This design comes from an exercise in tuning for small area on the open sky130 flow, not from production work. Only simulation tests tie the RTL to the original design; equivalence was not proved. In this run the design's own scripts or RTL, not TritonCTS, make the clock network. The flow treats the clock pin as an ideal source. Dropping or thinning the clock tree relies on that and would not hold on a real chip. Power is estimated from default activity; no workload was simulated.

### flow/flow/run.sh
#!/bin/bash
# Standard ORFS layout with changes that only affect cell area:
#  * the combinational logic of the standard synthesis netlist is mapped
#    again for area (flow/reabc.tcl, best of three ABC scripts); registers, their names and cell types
#    are left as the standard synthesis made them;
#  * the smallest buffer on every port;
#  * a one-level clock tree (flow/cts.tcl): CTS_NB clock buffers, each
#    driving the flip-flops of one region, all driven from the clock port;
#  * one tie cell drives all constant outputs.
set -euo pipefail
export BUFFER_PORTS_ARGS="-buffer_cell sky130_fd_sc_hd__buf_1"
R=$PWD/orfs/results/$FLOW_PLATFORM/rmap/base
bash standard.sh "$R/1_2_yosys.v" > standard_synth.log 2>&1
cp "$R/1_2_yosys.v" "$R/1_2_yosys_standard.v"
LIBERTY=$FLOW_HOME/platforms/$FLOW_PLATFORM/lib/sky130_fd_sc_hd__tt_025C_1v80.lib \
NETLIST_IN=$R/1_2_yosys_standard.v NETLIST_OUT=$R/1_2_yosys.v TOP=$FLOW_TOP \
ABC_SCRIPTS="$PWD/flow/area1.abc $PWD/flow/area2.abc $PWD/flow/area3.abc" yosys -c flow/reabc.tcl > reabc.log 2>&1
bash standard.sh place > standard_place.log 2>&1
RES=$R CTS_BUF=sky130_fd_sc_hd__buf_6 CTS_NB=4 MERGE_TIES=1 \
  openroad -no_init -no_splash -exit flow/cts.tcl > cts.log 2>&1
bash standard.sh > standard_make.log 2>&1
### flow/flow/area1.abc
strash
&get -n
&deepsyn -T 20
&dc2
&synch2
&nf -R 1000
&put
### flow/flow/area2.abc
strash
&get -n
&deepsyn -T 20
&dc2
&dch -f
&nf -R 1000
&put
### flow/flow/area3.abc
strash
&get -n
&deepsyn -T 20
&dc2
&synch2
&nf -R 1000
&put
&get -n
&dc2
&synch2
&nf -R 1000
&put
### flow/flow/cts.tcl
# Clock tree: the sinks of clk are split by recursive bisection into
# CTS_NB groups; each group gets one clock buffer, placed at the group's
# centre and driven straight from the clock port.
set plat $::env(FLOW_HOME)/platforms/$::env(FLOW_PLATFORM)
set res $::env(RES)
read_lef $plat/lef/sky130_fd_sc_hd.tlef
read_lef $plat/lef/sky130_fd_sc_hd_merged.lef
read_liberty $plat/lib/sky130_fd_sc_hd__tt_025C_1v80.lib
read_db $res/3_place.odb
read_sdc $res/3_place.sdc
source $plat/setRC.tcl

set block [ord::get_db_block]
set clknet [$block findNet clk]
$clknet setSigType CLOCK
set master [[ord::get_db] findMaster $::env(CTS_BUF)]

proc split_groups {items n} {
  if {$n <= 1 || [llength $items] <= 1} { return [list $items] }
  set xs {}; set ys {}
  foreach s $items { lappend xs [lindex $s 0]; lappend ys [lindex $s 1] }
  set xs [lsort -integer $xs]; set ys [lsort -integer $ys]
  set dx [expr {[lindex $xs end] - [lindex $xs 0]}]
  set dy [expr {[lindex $ys end] - [lindex $ys 0]}]
  set k [expr {$dx >= $dy ? 0 : 1}]
  set items [lsort -integer -index $k $items]
  set h [expr {[llength $items] / 2}]
  set m [expr {$n / 2}]
  return [concat [split_groups [lrange $items 0 [expr {$h - 1}]] $m] \
                 [split_groups [lrange $items $h end] [expr {$n - $m}]]]
}

set sinks {}
foreach it [$clknet getITerms] {
  set loc [[$it getInst] getLocation]
  lappend sinks [list [lindex $loc 0] [lindex $loc 1] $it]
}
set g 0
foreach grp [split_groups $sinks $::env(CTS_NB)] {
  if {![llength $grp]} continue
  set net [odb::dbNet_create $block clknet_$g]
  $net setSigType CLOCK
  set buf [odb::dbInst_create $block $master clkbuf_$g]
  set sx 0; set sy 0
  foreach s $grp {
    set it [lindex $s 2]
    $it disconnect
    $it connect $net
    incr sx [lindex $s 0]; incr sy [lindex $s 1]
  }
  $buf setLocation [expr {$sx / [llength $grp]}] [expr {$sy / [llength $grp]}]
  $buf setPlacementStatus PLACED
  [$buf findITerm A] connect $clknet
  [$buf findITerm X] connect $net
  puts "clock buffer clkbuf_$g drives [llength $grp] sinks"
  incr g
}

# One tie cell for all constant outputs: the standard flow gives each
# constant port its own conb_1; its HI and LO pins can drive them all.
if {$::env(MERGE_TIES)} {
  set keep ""
  foreach inst [$block getInsts] {
    if {[[$inst getMaster] getName] ne "sky130_fd_sc_hd__conb_1"} continue
    if {$keep eq ""} { set keep $inst; continue }
    foreach pin {HI LO} {
      set it [$inst findITerm $pin]
      set net [$it getNet]
      if {$net eq "NULL"} continue
      set knet [[$keep findITerm $pin] getNet]
      if {$knet eq "NULL"} {
        set knet [odb::dbNet_create $block tie_[string tolower $pin]]
        [$keep findITerm $pin] connect $knet
      }
      foreach bt [$net getBTerms] { $bt connect $knet }
      foreach it2 [$net getITerms] { if {[$it2 getInst] ne $inst} { $it2 disconnect; $it2 connect $knet } }
      $it disconnect
      odb::dbNet_destroy $net
    }
    odb::dbInst_destroy $inst
  }
}

detailed_placement
check_placement -verbose
set_propagated_clock [all_clocks]
estimate_parasitics -placement
report_clock_skew
report_checks -path_delay min_max
set worst 0
foreach pin [get_pins -hierarchical */CLK] {
  set s [get_property $pin slew_max_rise]
  if {$s > $worst} { set worst $s }
}
puts "largest clock pin slew (placement estimate): $worst"
write_db $res/4_1_cts.odb
write_db $res/4_cts.odb
write_sdc $res/4_cts.sdc
### flow/flow/reabc.tcl
# Re-map the combinational logic of the standard synthesis netlist for
# area. Register and tie cells are kept as they are (same instances, names
# and cell types); only the gates between them are mapped again. Each ABC
# script in ABC_SCRIPTS is tried and the smallest result is kept.
yosys -import
set lib $::env(LIBERTY)
read_liberty -ignore_miss_func -ignore_miss_dir $lib
read_verilog $::env(NETLIST_IN)
hierarchy -top $::env(TOP)
set keep {}
foreach m [split [string trim [tee -q -s result.string select -list-mod =sky130_fd_sc_hd__df* =sky130_fd_sc_hd__edf* =sky130_fd_sc_hd__conb*]] "\n"] {
  lappend keep $m
}
foreach m $keep { setattr -mod -set keep_hierarchy 1 $m }
flatten
opt_clean -purge
design -save base
set dont {}
foreach p {*probe* *lpflow* *dlygate* *dlymetal* *clkdlybuf* *clkbuf* *clkinv* *einv* *ebuf*} { lappend dont -dont_use $p }
set best -1
foreach script $::env(ABC_SCRIPTS) {
  design -load base
  abc -liberty $lib {*}$dont -script $script
  opt_clean -purge
  set st [tee -q -s result.string stat -liberty $lib]
  set area [lindex [regexp -all -inline {Chip area for (?:top )?module '[^']*': ([0-9.]+)} $st] end]
  puts "reabc: $script gives area $area"
  if {$best < 0 || $area < $best} {
    set best $area
    design -save best
  }
}
design -load best
puts "reabc: kept area $best"
# as the standard synthesis ends: split nets, tie cells, buffers on
# pass-through wires
splitnets
opt_clean -purge
hilomap -singleton -hicell sky130_fd_sc_hd__conb_1 HI -locell sky130_fd_sc_hd__conb_1 LO
insbuf -buf sky130_fd_sc_hd__buf_4 A X
opt_clean -purge
# flattening the cell models leaves names with a '.' in them; hide them
yosys rename -hide w:*.* c:*.*
stat -liberty $lib
select -module $::env(TOP)
write_verilog -noattr -nohex -nodec -selected $::env(NETLIST_OUT)
### flow/standard.sh
#!/bin/bash
# synth_recipe.tcl (not shown) runs the flow's synth.tcl, then flattens the netlist and writes it again
# the make line also repeats each setting of config.mk as NAME=value (left out here)
make -C /OpenROAD-flow-scripts/flow DESIGN_CONFIG=/design/flow/config.mk WORK_HOME=/design/flow/orfs CLKGATE_MAP_FILE= SYNTH_SCRIPT=/design/flow/synth_recipe.tcl "${@:-finish}"
### flow/config.mk
export PLATFORM = sky130hd
export DESIGN_NAME = rmap
export DESIGN_NICKNAME = rmap
export VERILOG_FILES = /design/flow/design.v
export SDC_FILE = /design/flow/constraint.sdc
export NUM_CORES = 4
export LEC_CHECK = 0
export CAP_MARGIN = 0
export CORE_MARGIN = 2
export CORE_UTILIZATION = 35
export PLACE_DENSITY = 0.75
export SLEW_MARGIN = 0
### flow/constraint.sdc
create_clock -name core_clock -period 6.0 [get_ports {clk}]
set_input_delay 1.2000 -clock core_clock [delete_from_list [all_inputs] [get_ports {clk}]]
set_output_delay 1.2000 -clock core_clock [all_outputs]
set_load 0.01 [all_outputs]
### flow/design.v
module rmap (
    input             clk,
    input             rst,
    input             cmd_valid,
    output            cmd_ready,
    input      [31:0] cmd_word,
    input      [31:0] cmd_data,
    output            rsp_valid,
    input             rsp_ready,
    output     [3:0]  rsp_status,
    output     [31:0] rsp_rdata,
    output     [1:0]  rsp_ebank,
    output     [6:0]  rsp_eaddr,
    output     [7:0]  rsp_esel,
    output     [31:0] rsp_estatus,
    output            bus_req_valid,
    input             bus_req_ready,
    output            bus_req_write,
    output     [6:0]  bus_req_addr,
    output     [7:0]  bus_req_sel,
    output     [15:0] bus_req_wdata,
    input             bus_rsp_valid,
    input      [15:0] bus_rsp_rdata,
    input      [31:0] bus_rsp_status
);
    function [15:0] nswap(input [15:0] w);
        nswap = {w[11:8], w[15:12], w[3:0], w[7:4]};
    endfunction
    reg        s_idle, s_req, s_rsp, s_scan;
    wire       s_wt = !(s_idle || s_req || s_rsp || s_scan);   
    reg [3:0]  t;           
    reg        wr;          
    reg        st0;         
    reg        c_raw, c_mask, c_set;
    reg        c_b;         
    reg [7:0]  c_sel;       
    wire       c_mux = c_sel[7] && !c_raw;
    wire       c_v   = c_sel[6];
    wire [1:0] c_f   = c_sel[5:4];
    reg [31:0] d;
    reg [15:0] w;
    wire [3:0] op   = cmd_word[3:0];
    wire [3:0] feat = cmd_word[7:4];
    wire [1:0] bk   = cmd_word[9:8];
    wire [7:0] idx  = cmd_word[23:16];
    wire op_raw  = (op == 4'h1) || (op == 4'h2);
    wire op_mask = (op == 4'h3) || (op == 4'h4) || (op == 4'h9) || (op == 4'hA);
    wire op_port = (op == 4'h5) || (op == 4'h6) || (op == 4'hB) || (op == 4'hC);
    wire op_set  = (op == 4'h2) || (op == 4'h4) || (op == 4'h6) || (op == 4'hA) || (op == 4'hC);
    wire op_bank = !op[3];
    wire bad_res  = !(op_raw || op_mask || op_port) ||
                    (cmd_word[15:10] != 6'd0) || (cmd_word[31:25] != 7'd0);
    wire bad_sel  = (op_bank && (bk != 2'd1) && (bk != 2'd2)) ||
                    (!op_raw && (feat[3:2] != 2'd0)) ||
                    (op_port && (idx[7:5] != 3'd0)) ||
                    (op_port && op_bank && idx[4]);
    wire bad_wr   = op_set && !op_raw && (feat[1:0] != 2'd0) && (feat[1:0] != 2'd3);
    wire bad      = bad_res || bad_sel || bad_wr;
    wire        pol    = (c_f != 2'd0);
    wire [15:0] lrd    = nswap(bus_rsp_rdata);
    wire        fail   = bus_rsp_status[31];
    wire        rsp_in = s_wt && bus_rsp_valid;
    wire hit_f = (t[1:0] == c_f);
    wire hit   = hit_f && (c_mask || (t[3:2] == c_sel[3:2]));
    wire rv    = (c_mask ? d[0] : c_v) ^ pol;    
    wire gv    = w[0] ^ pol;                     
    wire last_scan = s_scan && (t == 4'd15);
    wire mask_step = s_scan && c_mask && hit_f;    
    wire last_k    = (c_sel[1:0] == 2'd3) && (c_b || !c_mux);
    wire step_end  = (rsp_in && !fail && wr && !c_raw) ||
                     (last_scan && !c_raw && !c_set);
    always @(posedge clk) begin
        if (rst) begin
            s_idle <= 1'b1;
            s_req  <= 1'b0;
            s_rsp  <= 1'b0;
            s_scan <= 1'b0;
        end else begin
            if (s_idle && cmd_valid) begin
                s_idle <= 1'b0;
                if (bad)                s_rsp  <= 1'b1;
                else if (op == 4'h2)    s_scan <= 1'b1;
                else                    s_req  <= 1'b1;
            end
            if (s_req && bus_req_ready)
                s_req <= 1'b0;
            if (rsp_in) begin
                if (fail || (c_raw && wr))
                    s_rsp <= 1'b1;
                else if (!wr)
                    s_scan <= 1'b1;
            end
            if (last_scan) begin
                s_scan <= 1'b0;
                if (c_set)
                    s_req <= 1'b1;
                else if (c_raw)
                    s_rsp <= 1'b1;
            end
            if (step_end) begin
                if (!c_mask || last_k)
                    s_rsp <= 1'b1;
                else
                    s_req <= 1'b1;
            end
            if (s_rsp && rsp_ready) begin
                s_rsp  <= 1'b0;
                s_idle <= 1'b1;
            end
        end
    end
    wire rr_scan  = s_scan && c_raw;
    wire pg_hit   = s_scan && !c_mask && !c_raw && hit && !c_set;
    wire sh       = mask_step || rr_scan;
    wire cap_st   = rsp_in && fail;
    wire cap_zero = rsp_in && !fail && !c_mask;
    wire d_hold   = !(s_idle || cap_st || cap_zero || sh || pg_hit);
    wire ins_lo   = c_raw ? w[0] : c_set ? 1'b0 : gv;
    wire [31:0] d_sh = {c_mux && !c_set && gv, d[31:17],
                        c_mux ? d[16] : ins_lo, d[15:1]};
    wire [31:0] d_nx = ({32{s_idle}} & cmd_data) |
                       ({32{cap_st}} & bus_rsp_status) |
                       ({32{sh}}     & d_sh) |
                       {31'd0, pg_hit & gv} |
                       ({32{d_hold}} & d);
    wire w_cap  = rsp_in && !wr;
    wire w_hold = !(w_cap || s_scan);
    wire w_in   = c_raw ? d[0] : (hit && c_set) ? rv : w[0];
    wire [15:0] w_nx = ({16{w_cap}}  & lrd) |
                       ({16{s_scan}} & {w_in, w[15:1]}) |
                       ({16{w_hold}} & w);
    always @(posedge clk) begin
        t <= s_scan ? t + 4'd1 : 4'd0;
        d <= d_nx;
        w <= w_nx;
        if (s_idle) begin
            c_raw  <= op_raw || bad;
            c_mask <= op_mask || bad;
            c_set  <= bad ? bad_res : op_set;
            c_b    <= op_bank ? bk[1] : (op_port && idx[4]);
            c_sel  <= op_raw ? idx : {op[3] && op_mask, cmd_word[24], feat[1:0], idx[1:0],
                                      op_port ? idx[3:2] : 2'd0};
            wr     <= (op == 4'h2);
            st0    <= bad_res || (!bad_sel && bad_wr);
        end else begin
            if (cap_st)
                st0 <= 1'b1;
            if (rsp_in && c_set && !c_raw)
                wr <= !wr;
            if (step_end)
                {c_b, c_sel[1:0]} <= {c_b, c_sel[1:0]} + 3'd1;
        end
    end
    wire c_bad = c_raw && c_mask;
    wire bank = c_b;
    assign cmd_ready     = s_idle;
    assign rsp_valid     = s_rsp;
    assign rsp_status    = {1'b0, c_bad && c_set, c_bad && !c_set, st0};
    assign rsp_rdata     = d;
    assign rsp_estatus   = d;
    assign rsp_ebank     = {bank, !bank};
    assign rsp_eaddr     = {5'b11000, bank, 1'b0};
    assign rsp_esel      = bus_req_sel;
    assign bus_req_valid = s_req;
    assign bus_req_write = wr;
    assign bus_req_addr  = {5'b11000, bank, 1'b0};
    assign bus_req_sel   = {c_raw ? c_sel[7:2] : 6'b000100, c_sel[1:0]};
    assign bus_req_wdata = nswap(w);
endmodule
==> impl_metrics.ini <==
[run_status]
outcome = no timing/DRC/antenna violations

[critical_path]
crit_type = input port to register
crit_path_start_kind = input port
timing.critical_path.fanout_max = 17
setup.worst_path.end_class = register
required_ns = 6.07
worst_ep_arrival_time_ns = 3.60

[finish]
nets = 690
drive_gt1_frac = 0.0228
final_util = 0.388
fill_cells = 1146
synthToLayoutAreaGrowth_pct = 8.01
antennaDiodeCount = 0

[power_and_ir_drop]
power_per_cell_area_mw_per_mm2 = 290
irDropWorstVdd_mv = 0.129
total_leakage_power_nw = 1.56

[floorplan]
fp.dieArea_mm2 = 0.0120
io_pins = 238
core_mm2 = 0.0108
die_width_um = 109
initial_core_util = 0.359
floorplan.die.height_um = 109
fp-row-count = 38

[timing]
report.final.setup_viol = 0
fin_ws_ns = 2.47
finalClockSkew_ns = 0.0134
worst_slew_pin_slew_ns = 1.21
finalCritPeriodShare = 0.588
fmaxAchievable_mhz = 283
post-route-min-period_ns = 3.53
grt_setup_unrepaired = no
timing.max_slew.rel_slack = 0.193
final.setup.tns_ns = 0
final_count_of_hold_timing_violations = 0
timing_max_transition_violations_final = 0

[global_route]
grt_overflow = 0
track_usage = 0.157
via_count_of_the_first_global_routing_pass = 3011
grt_max_degree = 54
grt_antenna_before_repair = 0
grt_pass1_wl_um = 14900

[routing]
drt_iter0_drc = 337
routed_wirelength_um = 10600
routed_via_density = 5.08
remaining_drc_errors = 0
antenna_violating_nets_post_route = 0
per_cell_routed_wire_length_um = 14.9
detailroute.via_count = 3601
detail_route.first_pass.iterations = 8

[placement]
detailedPlacementHpwl_um = 7970
port_buffers = 224
dp_worst_setup_slack_ns = 2.41
place_congestion = 0.819

[clock_network]
clk_transition_reported_paths_ns = 0.12
worst_skew_pair.late_latency_ns = 0.14

[flow_run]
max-cap-violations = 0

[min_path]
min-delay-path-class = register to register

[synth]
yosys_warnings = 1
syn_inst = 443
post_synth_instance_area_mm2 = 0.00389
synthesis.area_per_instance_um2 = 8.78
[per-stage QoR]
stage	instances	power, mW	instance area (um^2)	hold WS [ns]
floorplan	454	1.05	3930	0.432
global placement	717	1.05	4200	0.444
detailed placement	717	1.06	4200	0.447
global route	709	1.31	4200	0.486
finish	709	1.22	4200	0.461
[power breakdown]
group,total [mW],switching (mW),internal [mW]
sequential,0.676,0.0957,0.580
combinational,0.372,0.231,0.141
clock,0.168,0.114,0.0541
total,1.22,0.441,0.776
[placed cells by master (no fill, tap or decap), types with 3 or more instances in the layout]
| master | instances |
|---|---|
| sky130_fd_sc_hd__a31oi_1 | 4 |
| sky130_fd_sc_hd__nand2b_1 | 4 |
| sky130_fd_sc_hd__buf_1 | 224 |
| sky130_fd_sc_hd__nor2_1 | 13 |
| sky130_fd_sc_hd__mux2_1 | 5 |
| sky130_fd_sc_hd__a22oi_1 | 17 |
| sky130_fd_sc_hd__and2_0 | 5 |
| sky130_fd_sc_hd__and3_1 | 4 |
| sky130_fd_sc_hd__nand3_1 | 7 |
| sky130_fd_sc_hd__a21oi_1 | 14 |
| sky130_fd_sc_hd__buf_6 | 4 |
| sky130_fd_sc_hd__xor2_1 | 4 |
| sky130_fd_sc_hd__dfxtp_1 | 55 |
| sky130_fd_sc_hd__inv_1 | 7 |
| sky130_fd_sc_hd__nor3b_1 | 3 |
| sky130_fd_sc_hd__a222oi_1 | 31 |
| sky130_fd_sc_hd__nand2_1 | 96 |
| sky130_fd_sc_hd__xnor2_1 | 5 |
| sky130_fd_sc_hd__edfxtp_1 | 14 |
| sky130_fd_sc_hd__nor3_1 | 8 |
| sky130_fd_sc_hd__o21ai_0 | 10 |
| sky130_fd_sc_hd__buf_4 | 6 |
[layer usage]
metal / vias to the layer above / GRT usage / wire (um)
met4: 0 / 0.0118 / 68
met5: - / 0 / 0
li1: 1751 / - / -
met2: 194 / 0.290 / 5180
met3: 4 / 0.0225 / 1010
met1: 1652 / 0.201 / 4330
[worst max-delay path, cell delays in order]
cell and delay [ns]:
sky130_fd_sc_hd__buf_1 0.15, sky130_fd_sc_hd__nor4b_1 0.26, sky130_fd_sc_hd__buf_4 0.19, sky130_fd_sc_hd__nor3b_2 0.84, sky130_fd_sc_hd__nor2_1 0.52, sky130_fd_sc_hd__nor2_1 0.25
sky130_fd_sc_hd__a31oi_1 0.06, sky130_fd_sc_hd__nor3_1 0.12
[layout make-up]
type,count,area [um^2],area share
Sequential cell,70,1540,0.367
Timing Repair Buffer,230,886,0.211
Multi-Input combinational cell,258,1530,0.363
Inverter,7,26.3,0.00625
Buffer,4,45.0,0.0107
Tap cell,140,175,0.0417
[flip-flops by register name (all words and copies together), names as in the netlist, 4 cells and up]
name   flops
w         16
d         32
t          4
c_sel      8
[worst paths after layout]
kind | slack (ns) | startpoint | cells past startpoint | endpoint
setup / recovery | 2.47 | bus_rsp_valid | 8 | s_scan
hold / removal | 0.46 | w[13] | 2 | w[13]
setup reg to reg | 2.89 | s_scan | 7 | s_scan
hold reg to reg | 0.46 | w[13] | 2 | w[13]

[what the ideal ports hide]
No port has a modelled driver above. Below, the same layout with a new extraction and two added sets of constraints.
Step 1 (the two cells are an assumption about what drives the block):
set clk [get_ports {clk}]
set_driving_cell -lib_cell sky130_fd_sc_hd__clkbuf_16 $clk
set_driving_cell -lib_cell sky130_fd_sc_hd__buf_2 [delete_from_list [all_inputs] $clk]
Step 2, shift: input delay + t, output delay - t, t = (earliest + latest rising clock arrival at the registers) / 2. This alone moves slack from input paths to output paths.
Three values: no drivers, after step 1, after step 2; two values: the first two.
t (ns): 0.203
setup WS [ns]: 2.469 / 2.511 / 2.308
worst hold slack (ns): 0.461 / 0.461 / 0.461
worst register clock-pin slew, ns: 0.12 / 0.12
worst slew at a driven data input, ns: 0.05
After both steps setup and hold are still met in this run. The setup slack of this run moves by +0.042 ns with the drivers and by -0.161 ns with both steps.
